Context: an optimization exercise on an open-source flow, tuned for small area, a short achievable clock period and few clock cycles per item. The choices shown serve that exercise and are no tape-out recipe.
No run shown here included a check of the RTL's function; only the layout flow was run.
Power figures rest on the tool's default switching activity, not on a simulated workload.

File: flow/flow/run.sh
#!/bin/bash
# Standard layout, with port buffers of a faster cell than buffer_ports picks.
export BUFFER_PORTS_ARGS="-buffer_cell sky130_fd_sc_hd__buf_4"
bash standard.sh > standard.log 2>&1
File: flow/standard.sh
#!/bin/bash
# synth_recipe.tcl (not shown) runs the flow's synth.tcl, then flattens the netlist and writes it again
# the make line also repeats each setting of config.mk as NAME=value (left out here)
make -C /OpenROAD-flow-scripts/flow DESIGN_CONFIG=/design/flow/config.mk WORK_HOME=/design/flow/orfs CLKGATE_MAP_FILE= SYNTH_SCRIPT=/design/flow/synth_recipe.tcl "${@:-finish}"
File: flow/config.mk
export PLATFORM = sky130hd
export DESIGN_NAME = mano_engine
export DESIGN_NICKNAME = mano_engine
export VERILOG_FILES = /design/flow/design.v
export SDC_FILE = /design/flow/constraint.sdc
export NUM_CORES = 4
export LEC_CHECK = 0
export CAP_MARGIN = 20
export CORE_MARGIN = 2
export CORE_UTILIZATION = 40
export CTS_CLUSTER_DIAMETER = 70
export CTS_CLUSTER_SIZE = 20
export SETUP_SLACK_MARGIN = 4.0
export SLEW_MARGIN = 20
File: flow/constraint.sdc
create_clock -name core_clock -period 7.0 [get_ports {clk}]
set_input_delay 1.4000 -clock core_clock [delete_from_list [all_inputs] [get_ports {clk}]]
set_output_delay 1.4000 -clock core_clock [all_outputs]
set_load 0.01 [all_outputs]
File: flow/design.v
module mano_engine (
    input  wire        clk,
    input  wire        rst,
    input  wire        cmd_valid,
    output wire        cmd_ready,
    input  wire [1:0]  cmd_op,
    input  wire        cmd_fgi,
    input  wire        cmd_fgo,
    input  wire [7:0]  cmd_inpr,
    output wire        resp_valid,
    output reg         resp_error,
    output reg         resp_interrupt,
    output wire        mem_req,
    output wire        mem_we,
    output wire [11:0] mem_addr,
    output wire [15:0] mem_wdata,
    input  wire        mem_ack,
    input  wire [15:0] mem_rdata,
    output reg  [15:0] ir,
    output reg  [15:0] ac,
    output wire [15:0] dr,
    output reg  [11:0] pc,
    output reg  [11:0] ar,
    output reg  [15:0] mar,
    output wire [15:0] tr,
    output wire        flag_i,
    output reg         flag_e,
    output wire        flag_r,
    output reg         flag_ien,
    output reg         flag_fgi,
    output reg         flag_fgo,
    output reg  [7:0]  inpr,
    output reg  [7:0]  outr,
    output reg         halted
);
    localparam OP_LOAD = 2'd0;
    localparam OP_STEP = 2'd1;
    localparam OP_BACK = 2'd2;
    localparam OP_DUMP = 2'd3;
    localparam FW = 96;
    assign dr = 16'h0000;
    assign tr = 16'h0000;
    assign flag_i = ir[15];
    assign flag_r = flag_ien & (flag_fgi | flag_fgo);
    reg s_idle, s_f, s_op, s_op2, s_wr, s_resp;
    reg loaded;
    reg st_int;                  
    reg push;                    
    reg typ;                     
    reg [2:0] opc;               
    reg       ind;               
    reg       eqb, eqs;          
    reg [11:0] maddr;            
    reg [15:0] wr_data;
    reg        sh_v;             
    reg [11:0] sh_a;             
    reg [15:0] sh_d;             
    reg        sh_da, sh_dd;
    reg        req_busy;         
    wire       idle_ld  = s_idle & loaded;
    reg [FW-1:0] hist [0:15];
    reg [3:0]    htop;
    reg [3:0]    hm1, hp1;        
    reg [4:0]    hcount;
    wire acc    = s_idle & cmd_valid;
    wire c_step = cmd_op == OP_STEP;
    wire step0  = acc & c_step & loaded;
    assign cmd_ready  = s_idle;
    assign resp_valid = s_resp | (s_wr & mem_ack);
    assign mem_req    = s_idle & cmd_valid | req_busy;
    assign mem_we     = s_wr;
    wire int_n = st_int;
    assign mem_addr  = maddr;
    assign mem_wdata = wr_data;
    wire       fgi_n  = s_idle ? cmd_fgi  : flag_fgi;
    wire       fgo_n  = s_idle ? cmd_fgo  : flag_fgo;
    wire [7:0] inpr_n = s_idle ? cmd_inpr : inpr;
    wire fack = mem_ack & ((idle_ld & cmd_valid & ~cmd_op[1] & cmd_op[0]) | s_f);
    wire oack = mem_ack & (s_op | s_op2);
    wire fphase  = (idle_ld & cmd_valid & ~cmd_op[1] & cmd_op[0]) | s_f;
    wire back_go = idle_ld & cmd_valid & cmd_op == OP_BACK & hcount != 5'd1;
    wire wr_op   = opc == 3'd3 | opc == 3'd5 | opc == 3'd6;
    wire req_busy_n =
        (fphase & ~mem_ack) |
        (fphase & mem_ack & (int_n | mem_rdata[14:12] != 3'd7)) |
        ((s_op | s_op2) & ~mem_ack) |
        (s_op & mem_ack & ind) |
        ((s_op & ~ind | s_op2) & mem_ack & wr_op) |
        (back_go & sh_v) |
        (s_wr & ~mem_ack);
    wire [15:0] rd = mem_rdata;
    wire [11:0] pc_inc = pc + 12'd1;
    wire [11:0] pc_inc2 = pc + 12'd2;
    wire [11:0] ar_inc = ar + 12'd1;
    wire [11:0] pc_dec = pc - 12'd1;
    wire [11:0] pc_dec2 = pc - 12'd2;
    wire is_hlt = rd == 16'h7001;
    wire skip7 = (rd == 16'h7010 & ~ac[15]) | (rd == 16'h7008 & ac[15]) |
                 (rd == 16'h7004 & ac == 16'd0) | (rd == 16'h7002 & ~flag_e) |
                 (rd == 16'hF200 & fgi_n) | (rd == 16'hF100 & fgo_n);
    wire [FW-1:0] rf   = hist[hm1];
    wire        rf_typ  = rf[95];
    wire [15:0] rf_ir   = rf[94:79];
    wire [15:0] rf_ac   = rf[78:63];
    wire [11:0] rf_ar   = rf[62:51];
    wire [15:0] rf_mar  = rf[50:35];
    wire [15:0] rf_var  = rf[15:0];
    wire [2:0]  rf_op   = rf_ir[14:12];
    wire c_load = s_idle & cmd_valid & cmd_op == OP_LOAD;
    wire f_op7  = fack & ~int_n & rd[14:12] == 3'd7;
    wire o_ex   = oack & ~(s_op & ind);
    wire [15:0] ac7 = rd[15] ? {ac[15:8], inpr_n} :
                      rd[11] ? 16'd0 :
                      rd[9]  ? ~ac :
                      rd[7]  ? {flag_e, ac[15:1]} :
                      rd[6]  ? {ac[14:0], flag_e} : ac + 16'd1;
    wire ac7_we = rd == 16'h7800 | rd == 16'h7200 | rd == 16'h7080 | rd == 16'h7040 |
                  rd == 16'h7020 | rd == 16'hF800;
    wire [15:0] acm = opc == 3'd0 ? ac & rd : opc == 3'd1 ? ac + rd : rd;
    wire [15:0] ac_d = (s_op | s_op2) ? acm :
                       (s_idle & ~cmd_op[0]) ? (cmd_op[1] ? rf_ac : 16'd0) : ac7;
    wire ac_we = c_load | back_go | (f_op7 & ac7_we) | (o_ex & (opc == 3'd0 | opc == 3'd1 | opc == 3'd2));
    wire e7 = rd[10] ? 1'b0 : rd[8] ? ~flag_e : rd[7] ? ac[0] : ac[15];
    wire e7_we = rd == 16'h7400 | rd == 16'h7100 | rd == 16'h7080 | rd == 16'h7040;
    wire e_d = (s_op | s_op2) ? ac[15] & rd[15] :
               (s_idle & ~cmd_op[0]) ? (cmd_op[1] & rf[34]) : e7;
    wire e_we = c_load | back_go | (f_op7 & e7_we) | (o_ex & opc == 3'd1);
    always @(posedge clk) begin
        if (ac_we) ac <= ac_d;
        if (e_we) flag_e <= e_d;
    end
    wire [FW-1:0] wf = {typ, ir, ac, ar, mar, flag_e, flag_fgi, flag_fgo, inpr, outr,
                        typ ? sh_d : {2'b00, pc, flag_ien, halted}};
    always @(posedge clk) begin
        if (push & (s_resp | s_wr))
            hist[hp1] <= wf;
    end
    always @(posedge clk) begin
        if (rst) begin
            s_idle <= 1'b1;
            s_f    <= 1'b0;
            s_op   <= 1'b0;
            s_op2  <= 1'b0;
            s_wr   <= 1'b0;
            s_resp <= 1'b0;
            loaded <= 1'b0;
            req_busy <= 1'b0;
        end else begin
            req_busy <= req_busy_n;
            if (s_resp | s_wr | (s_idle & ~cmd_valid))
                st_int <= flag_r;
            if (s_idle) begin
                if (cmd_valid) begin
                    resp_error     <= 1'b0;
                    resp_interrupt <= 1'b0;
                    push           <= 1'b0;
                    case (cmd_op)
                        OP_LOAD: begin
                            ir       <= 16'd0;
                            pc       <= 12'd0;
                            ar       <= 12'd0;
                            mar      <= 16'd0;
                            flag_ien <= 1'b0;
                            flag_fgi <= 1'b0;
                            flag_fgo <= 1'b0;
                            inpr     <= 8'd0;
                            outr     <= 8'd0;
                            halted   <= 1'b0;
                            typ      <= 1'b0;
                            sh_v     <= 1'b0;
                            htop     <= 4'd15;
                            hm1      <= 4'd14;
                            hp1      <= 4'd0;
                            hcount   <= 5'd0;
                            push     <= 1'b1;
                            loaded   <= 1'b1;
                            s_idle   <= 1'b0;
                            s_resp   <= 1'b1;
                        end
                        OP_STEP: begin
                            s_idle <= 1'b0;
                            if (!loaded) begin
                                resp_error <= 1'b1;
                                s_resp     <= 1'b1;
                            end else begin
                                flag_fgi <= cmd_fgi;
                                flag_fgo <= cmd_fgo;
                                inpr     <= cmd_inpr;
                                if (!mem_ack)
                                    s_f <= 1'b1;
                            end
                        end
                        OP_BACK: begin
                            s_idle <= 1'b0;
                            if (!loaded || hcount == 5'd1) begin
                                resp_error <= 1'b1;
                                s_resp     <= 1'b1;
                            end else begin
                                ir       <= rf_ir;
                                ar       <= rf_ar;
                                mar      <= rf_mar;
                                flag_fgi <= rf[33];
                                flag_fgo <= rf[32];
                                inpr     <= rf[31:24];
                                outr     <= rf[23:16];
                                pc       <= rf_typ ? 12'd1 : rf_var[13:2];
                                flag_ien <= ~rf_typ & rf_var[1];
                                halted   <= ~rf_typ & rf_var[0];
                                htop     <= htop - 4'd1;
                                hm1      <= htop - 4'd2;
                                hp1      <= htop;
                                hcount   <= hcount - 5'd1;
                                maddr    <= sh_da ? sh_a - 12'd1 : sh_a;
                                wr_data  <= sh_dd ? sh_d - 16'd1 : sh_d;
                                sh_v     <= rf_typ | rf_op == 3'd3 | rf_op == 3'd5 | rf_op == 3'd6;
                                sh_a     <= rf_typ ? 12'd0 : rf_ar;
                                sh_d     <= rf_typ ? rf_var : rf_mar;
                                sh_da    <= ~rf_typ & rf_op == 3'd5;
                                sh_dd    <= ~rf_typ & rf_op == 3'd6;
                                if (sh_v) s_wr   <= 1'b1;
                                else      s_resp <= 1'b1;
                            end
                        end
                        default: begin
                            s_idle <= 1'b0;
                            s_resp <= 1'b1;
                        end
                    endcase
                end
            end
            if (fack) begin
                s_f <= 1'b0;
                if (int_n) begin
                    pc             <= 12'd1;
                    flag_ien       <= 1'b0;
                    halted         <= 1'b0;
                    wr_data        <= {4'b0000, pc};
                    typ            <= 1'b1;
                    resp_interrupt <= 1'b1;
                    push           <= (pc != 12'd1) | ~halted;
                    if ((pc != 12'd1) | ~halted) begin
                        sh_v <= 1'b1;
                        sh_a <= 12'd0;
                        sh_da <= 1'b0;
                        sh_dd <= 1'b0;
                        sh_d <= rd;
                    end
                    s_wr <= 1'b1;
                end else begin
                    ir  <= rd;
                    ar  <= rd[11:0];
                    mar <= rd;
                    typ <= 1'b0;
                    if (rd[14:12] == 3'd7) begin
                        push <= ~is_hlt | ~halted;
                        if (~is_hlt | ~halted)
                            sh_v <= 1'b0;
                        pc <= is_hlt ? pc : skip7 ? pc_inc2 : pc_inc;
                        case (rd)
                            16'h7001: halted <= 1'b1;
                            16'hF800: begin
                                flag_fgi <= 1'b0;
                            end
                            16'hF400: begin
                                outr     <= ac[7:0];
                                flag_fgo <= 1'b0;
                            end
                            16'hF080: flag_ien <= 1'b1;
                            16'hF040: flag_ien <= 1'b0;
                            default: ;
                        endcase
                        s_resp <= 1'b1;
                    end else begin
                        pc    <= pc_inc;
                        maddr <= rd[11:0];
                        opc   <= rd[14:12];
                        ind   <= rd[15];
                        eqb   <= rd[11:0] == pc;
                        eqs   <= rd[11:0] == pc_dec;
                        s_op  <= 1'b1;
                    end
                end
            end
            if (oack) begin
                s_op  <= 1'b0;
                s_op2 <= 1'b0;
                mar   <= rd;
                if (s_op & ind) begin
                    ar    <= rd[11:0];
                    maddr <= rd[11:0];
                    eqb   <= rd[11:0] == pc_dec;
                    eqs   <= rd[11:0] == pc_dec2;
                    s_op2 <= 1'b1;
                end else begin
                    case (opc)
                        3'd0: begin
                            push   <= 1'b1;
                            sh_v   <= 1'b0;
                            s_resp <= 1'b1;
                        end
                        3'd1: begin
                            push   <= 1'b1;
                            sh_v   <= 1'b0;
                            s_resp <= 1'b1;
                        end
                        3'd2: begin
                            push   <= 1'b1;
                            sh_v   <= 1'b0;
                            s_resp <= 1'b1;
                        end
                        3'd3: begin
                            wr_data <= ac;
                            push    <= 1'b1;
                            sh_v    <= 1'b1;
                            sh_a    <= ar;
                            sh_da   <= 1'b0;
                            sh_dd   <= 1'b0;
                            sh_d    <= rd;
                            s_wr    <= 1'b1;
                        end
                        3'd4: begin
                            pc     <= ar;
                            push   <= ~eqb | ~halted;
                            if (~eqb | ~halted)
                                sh_v <= 1'b0;
                            s_resp <= 1'b1;
                        end
                        3'd5: begin
                            wr_data <= {4'b0000, pc};
                            ar      <= ar_inc;
                            pc      <= ar_inc;
                            push    <= ~eqs | ~halted;
                            if (~eqs | ~halted) begin
                                sh_v <= 1'b1;
                                sh_a <= ar;
                                sh_da <= 1'b0;
                                sh_dd <= 1'b0;
                                sh_d <= rd;
                            end
                            s_wr    <= 1'b1;
                        end
                        default: begin   
                            mar     <= rd + 16'd1;
                            wr_data <= rd + 16'd1;
                            if (rd == 16'hFFFF)
                                pc <= pc_inc;
                            push    <= 1'b1;
                            sh_v    <= 1'b1;
                            sh_a    <= ar;
                            sh_da   <= 1'b0;
                            sh_dd   <= 1'b0;
                            sh_d    <= rd;
                            s_wr    <= 1'b1;
                        end
                    endcase
                end
            end
            if (s_resp | (s_wr & mem_ack)) begin
                s_resp <= 1'b0;
                s_wr   <= 1'b0;
                s_idle <= 1'b1;
                maddr  <= flag_r ? 12'd0 : pc;
                if (push) begin
                    htop <= htop + 4'd1;
                    hm1  <= htop;
                    hp1  <= htop + 4'd2;
                    if (hcount != 5'd16)
                        hcount <= hcount + 5'd1;
                end
            end
        end
    end
endmodule
==> results of run 1 <==
==> kinds of logic after synthesis <==
| group | count (synthesis) | share of synthesized area, % |
|---|---|---|
| fa+ha+maj | 44 | 0.745 |
| other cells | 1 | 0.00501 |
| compound gates | 680 | 5.92 |
| xor+xnor | 109 | 1.27 |
| flops | 1728 | 69.1 |
| buf+inv | 436 | 3.22 |
| mux | 528 | 15.2 |
| simple gates | 722 | 4.55 |
==> cell type report <==
cell class | count | area [um^2]
fillers | 15700 | 98500
clock inverters | 44 | 603
well taps | 2480 | 3100
repair inverters | 1 | 7.51
inverters | 49 | 216
repair buffers | 609 | 6830
multi-input cells | 2121 | 21800
clock buffers | 121 | 2900
flip-flops and latches | 1728 | 51800
diodes | 9 | 22.5
==> cells in the final DEF (no fill, tap or decap), types with 19 or more instances in the layout <==
cell	instances
o21ai_0	126
conb_1	32
o22ai_1	33
o21ai_1	25
edfxtp_1	1716
a221oi_1	20
a22oi_1	56
a31oi_1	23
clkbuf_16	129
xnor2_1	67
nor2_1	200
buf_12	67
nor2b_1	20
a221oi_2	19
nor2_4	21
mux4_2	463
a211oi_1	45
a21oi_1	167
o211ai_1	20
inv_1	36
buf_4	397
ha_1	39
nand3_1	54
xor2_1	41
mux2i_1	29
nand2_1	189
nor3_1	54
buf_6	79
==> worst max-delay path: cells and delay by family <==
kind / cells / cell delay (ps)
compound gates: 1 / 150
buf+inv: 3 / 450
==> state kept, by name, indices dropped and copies added (netlist names), 16 cells and up, named ones only <==
signal,count
hist,1536
wr_data,16
sh_d,16
ac,16
ir,16
mar,16
==> per-layer routing <==
metal  global-route usage, %  wire length (um)  part of all wire (%)
met5                       0                39                 0.017
met4                    9.11             10300                   4.3
met3                    3.57             19200                   8.1
met2                    39.7            115000                    49
met1                    32.2             91600                    39
==> cells in the mapped netlist (41+ instances only) <==
library cell	n	area [um^2]
clkbuf_1	142	533
mux4_2	462	10400
xnor2_1	68	596
o21ai_0	139	696
a22oi_1	57	428
a211oi_1	52	390
a21oi_1	172	861
edfxtp_1	1716	51500
nor2_1	235	882
ha_1	43	538
inv_1	43	161
buf_2	63	315
nand2_1	201	754
buf_4	132	991
xor2_1	41	359
nor3_1	64	320
nand3_1	60	300
==> per-stage QoR <==
step / power [W] / setup slack (ps) / utilization [%] / cells
detailed placement: 0.0150 / 2090 / 42.3 / 6680
global placement: 0.0150 / 2110 / 42.3 / 6680
finish: 0.0224 / 3590 / 47.0 / 7162
global route: 0.0229 / 3580 / 47.0 / 7159
floorplan: 0.0140 / 3140 / - / 4279
CTS: 0.0221 / 3510 / 45.9 / 7038
==> power by group through the flow <==
stage | clock network [W] | registers, W | logic, W
3_3_place_gp | 0 | 0.0121 | 0.00292
4_1_cts | 0.00700 | 0.0117 | 0.00340
6_report | 0.00691 | 0.0117 | 0.00370
5_1_grt | 0.00732 | 0.0117 | 0.00386
2_1_floorplan | 0 | 0.0120 | 0.00203
3_5_place_dp | 0 | 0.0121 | 0.00293
==> worst paths after layout <==
kind,from,to,slack [ps]
worst max-delay path,mem_ack,resp_valid,3590
worst min-delay path,hm1[1],register,510
worst max register to register,register,sh_v,3880
worst min register to register,hm1[1],register,510
==> what timing repair did <==
| action | 4_1_cts | 5_1_grt |
|---|---|---|
| hold buffers | 0 | 0 |
| pin swaps | 18 | 44 |
| resized for setup | 280 | 159 |
| gates cloned | 29 | 16 |
| buffers inserted | 164 | 99 |
| endpoints found under the setup margin | 821 | 194 |
==> impl_metrics.yaml, run 1 <==
final_layout:
  nNetsFinal: 4699
  fin_area_um2: 87300
  layout-drive-gt1-share_pct: 30.8
  area_growth_syn_to_layout_pct: 16.6
floorplan:
  core_area_um2: 186000
  rows: 158
  dieArea_um2: 191000
  initial_utilization_pct: 40.3
  die_w_um: 437
  die_y_um: 437
  boundaryPins: 193
timing:
  finalHoldWorstSlack_ps: 508
  max_freq_mhz: 293
  rsz0062_at_grt: "yes"
  setup_viol: 0
  fin_skew_ps: 36.2
  fin_tns_setup_ps: 0
  period_minus_slack_ps: 3410
  worst_pin_slew_ps: 1040
  hold_viol_final: 0
  fin_crit_sh_pct: 48.7
  drv_slew: 0
  slew-limit-headroom_pct: 31.0
yosys:
  ys_seq_elements: 1728
  synthFlopType: "edfxtp_1"
  synth_edf_count: 1716
  yosysUniqueCellTypes: 96
  synth_area_per_cell_um2: 17.6
  synthesis.instances: 4248
  yosys_warnings: 1
  async_reset_ff_share_pct: 0
  syn_area_um2: 74900
  seq_area_frac_synth_pct: 69.1
drt:
  firstDrtPassIters: 8
  route.vias.total: 44100
  drt_wl_total_um: 236000
  routedWlPerCell_um: 33.0
  final_antenna_net_count: 0
  avgViaCountPerCell: 6.16
  drc: 0
  drt_iter0_drc: 5662
pwr:
  pwr-share-seq_pct: 52.5
  p_int_w: 0.0165
  powerDensity_nw_per_um2: 256
  peakVddDrop_uv: 212
  p_clk_share_pct: 30.9
  combPwrFrac_pct: 16.5
  leakage_nw: 28.1
  power.net_switching_w: 0.00584
  switching_share_pct: 26.1
cts:
  clkLatencyLatePin_ps: 800
  cts_inserted_buffers: 113
  clock-sinks: 1728
  cts_tree: "done"
  cts-root-buf: "clkbuf_16"
  clkTransAtPathRegs_ps: 80
  clock_path_buffers: 3
  htree_levels: 3
critical_path:
  crit_fanout: 2
  crit_required_ps: 5600
  cp.arrival_ps: 2010
  crit_chain: "buf_12 -> a21oi_4 -> clkinvlp_4 -> buf_6"
  cp-end-kind: "primary output"
  cp_slowest_cell: "clkinvlp_4"
  cpPeakStageDelay_ps: 180
  r2r_cells: 8
  worstSetupStartpointType: "primary input"
  crit_type: "primary input to primary output"
min_path:
  min_delay_path_depth: 1
  min_path_type: "register to register"
run:
  drv_cap: 0
grt:
  grt-ovfl-total: 0
  grt_pass1_wl_um: 327000
  grt_pass1_vias: 42200
  grt_max_degree: 101
  grt_util_all_layers_pct: 24.0
  grt_antenna_before_repair: 16
placed_design:
  gp_congestion: 0.967
  dp.final_hpwl_um: 131000
  port_buffers: 160
  post_dp_cell_area_um2: 78600
run_status:
  status: "finished clean"
==> run 2: changes to the inputs <==
--- a/flow/config.mk
+++ b/flow/config.mk
@@ -10,5 +10,5 @@
 export CORE_UTILIZATION = 40
 export CTS_CLUSTER_DIAMETER = 70
 export CTS_CLUSTER_SIZE = 20
-export SETUP_SLACK_MARGIN = 4.0
+export SETUP_SLACK_MARGIN = 4.5
 export SLEW_MARGIN = 20
==> run 2 against run 1 <==
  * Still clean
  * Register-to-register slack better by 100 ps
  * Via count up 6.4%
  * Flip-flop and latch count unchanged
  * Global-route usage up 2.8 points
  * Non-clock buffer count up 313
  * First-iteration DRC count up 24%
  * Area after synthesis unchanged
  * Sequential power about the same
  * Synthesized cell count unchanged
  * Largest cell class unchanged
==> impl_metrics.yaml, run 2 <==
run_status:
  status: "finished clean"
yosys:
  ys_seq_elements: 1728
  synthDominantCellAreaShare_pct: 68.8
  synth_top_area_cell: "edfxtp_1"
  yosys_warnings: 1
  synthesis.instances: 4248
  syn_area_um2: 74900
  async_reset_ff_share_pct: 0
  synthFlopType: "edfxtp_1"
  yosysMostFrequentCell: "edfxtp_1"
  synth_commonest_cells: "edfxtp_1 (1716), mux4_2 (462), nor2_1 (235), nand2_1 (201), a21oi_1 (172)"
  synth_area_per_cell_um2: 17.6
  yosysUniqueCellTypes: 96
  synth_edf_count: 1716
  synth.area.top_cells: "edfxtp_1 (69%), mux4_2 (14%), buf_4 (1.3%), nor2_1 (1.2%), a21oi_1 (1.1%)"
  seq_area_frac_synth_pct: 69.1
timing:
  period_minus_slack_ps: 3370
  setup_viol: 0
  worst_pin_slew_ps: 1090
  max_freq_mhz: 297
  rsz0062_at_grt: "yes"
  drv_slew: 0
  fin_tns_setup_ps: 0
  fin_skew_ps: 43.3
  hold_viol_final: 0
  slew-limit-headroom_pct: 27.2
  finalWorstSetupSlack_ps: 3630
  fin_crit_sh_pct: 48.1
floorplan:
  rows: 158
  initial_utilization_pct: 40.3
  core_area_um2: 186000
  boundaryPins: 193
  die_w_um: 437
  die_y_um: 437
  dieArea_um2: 191000
final_layout:
  layout_common_cells: "edfxtp_1 (1716), mux4_2 (475), buf_4 (390)"
  post-route-util_pct: 50.6
  top_register: "hist"
  layout_commonest_cell: "edfxtp_1"
  final_cells: 7482
  largest_register_ff_count: 1536
  fin_area_um2: 94100
  layout-drive-gt1-share_pct: 39.1
  area_growth_syn_to_layout_pct: 25.6
  nNetsFinal: 5017
grt:
  grt_pass1_wl_um: 359000
  grt_pass1_vias: 44500
  grt_util_all_layers_pct: 26.8
  grt_max_degree: 86
  grt_antenna_before_repair: 6
  grt-ovfl-total: 0
drt:
  avgViaCountPerCell: 6.27
  drt_wl_total_um: 263000
  routedWlPerCell_um: 35.2
  route.vias.total: 46900
  drc: 0
  final_antenna_net_count: 0
  drt_iter0_drc: 7037
  firstDrtPassIters: 9
pwr:
  powerDensity_nw_per_um2: 245
  pwr-share-seq_pct: 50.9
  leakage_nw: 31.0
  combPwrFrac_pct: 20.1
  p_int_w: 0.0169
  power.net_switching_w: 0.00609
  p_clk_share_pct: 29.0
  switching_share_pct: 26.5
  peakVddDrop_uv: 225
placed_design:
  gp_congestion: 0.969
  post_dp_cell_area_um2: 78600
  preCtsSetupSlack_ps: 2070
  dp_cells: 6680
  dp.final_hpwl_um: 134000
  port_buffers: 160
cts:
  clock-sinks: 1728
  cts-root-buf: "clkbuf_16"
  hold_buffers: 0
  htree_levels: 3
  clkTransAtPathRegs_ps: 80
  cts_inserted_buffers: 110
  clock_path_buffers: 3
  cts_tree: "done"
  clkLatencyLatePin_ps: 820
critical_path:
  crit_chain: "buf_12 -> a21oi_4 -> inv_2 -> buf_12 -> buf_8"
  crit_start: "mem_ack"
  crit_type: "primary input to primary output"
  crit_fanout: 2
  cp.arrival_ps: 1970
  cp-end-kind: "primary output"
  cpMostUsedCell: "buf_12"
  crit_required_ps: 5600
  cp_slowest_cell: "buf_12"
  cpPeakStageDelay_ps: 140
  worstSetupStartpointType: "primary input"
min_path:
  min_path_type: "register to register"
  worstHoldStart: "s_op2"
run:
  drv_cap: 0
## run 2: cells by family (layout without fill, tap and decap cells)
group,Yosys count,in the layout,share of synthesized area [%]
simple gates,722,736,4.55
fa+ha+maj,44,44,0.745
xor+xnor,109,109,1.27
mux,528,528,15.2
buf+inv,436,1139,3.22
other cells,1,38,0.00501
flops,1728,1728,69.1
compound gates,680,680,5.92
## run 2: final timing paths
check / to / slack [ps] / depth (start not counted)
setup reg to reg: pc[10] / 3980 / 11
hold / removal: s_op2 / 500 / 2
setup / recovery: resp_valid / 3630 / 5
hold reg to reg: s_op2 / 500 / 2
## run 2: layout make-up
cell class	count	area, um^2
Timing Repair Buffer	922	12500
Antenna cell	6	15.0
Fill cell	14900	91800
Clock buffer	120	2830
Sequential cell	1728	51800
Tap cell	2480	3100
Multi-Input combinational cell	2129	23000
Inverter	49	236
Clock inverter	47	517
Timing Repair inverter	1	7.51
## run 2: stage by stage
step	total power, W	hold WS [ps]
2_1_floorplan	0.0140	458
3_3_place_gp	0.0150	468
3_5_place_dp	0.0150	479
4_1_cts	0.0228	490
5_1_grt	0.0236	518
6_report	0.0230	499
## run 2: power by group through the flow
stage | sequential, W | combinational [W] | clock [W]
floorplan | 0.0120 | 0.00203 | 0
global placement | 0.0121 | 0.00288 | 0
global route | 0.0117 | 0.00476 | 0.00709
detailed placement | 0.0121 | 0.00289 | 0
finish | 0.0117 | 0.00462 | 0.00667
CTS | 0.0117 | 0.00435 | 0.00677
## run 2: worst max-delay path: cells and delay by family
family                 cells  cell delay, ps
AOI/OAI and AO/OA          1             120
buffers and inverters      4             440
## run 2: per-layer routing
metal  GRT usage (%)  up-vias  share of wire [%]  wire (um)
li1                -    18600                  -          -
met2            43.2     2970                 47     125000
met3            4.90      708                9.4      24900
met4            16.1        0                7.5      19700
met1            33.9    24600                 36      94000
met5               0        -                  0          0
## run 2: timing repair
action	4_1_cts	5_1_grt
buffers inserted	385	117
gates cloned	114	12
endpoints found under the setup margin	1385	601
resized for setup	852	311
pin swaps	107	149

[separate check: timing with driven ports]
The flow's constraints put no driver on any port. The routed layouts listed below were extracted and timed again, unchanged, in two steps. Step 1 sets driving cells, clkbuf_16 on the clock port and buf_2 on the other inputs (assumed; they add their load-dependent delay and slew). Step 2, shift: input delay + t, output delay - t, t = (earliest + latest rising clock arrival at the registers) / 2. This alone moves slack from input paths to output paths. a / b / c = no drivers / after step 1 / after step 2; a / b = the first two.
run | t (ns) | setup WS [ns] | worst setup path after step 2 | worst register clock-pin slew, ns | cell pins on the clock port's net
run 1 | 0.859 | 3.588 / 3.491 / 2.890 | input to register | 0.09 / 0.09 | 1
run 2 | 0.891 | 3.630 / 3.563 / 2.975 | input to register | 0.09 / 0.09 | 1
After both steps setup and hold are still met in every run listed. For run 1, which loses most, drivers alone change the setup slack by -0.097 ns; drivers and shift together by -0.698 ns.
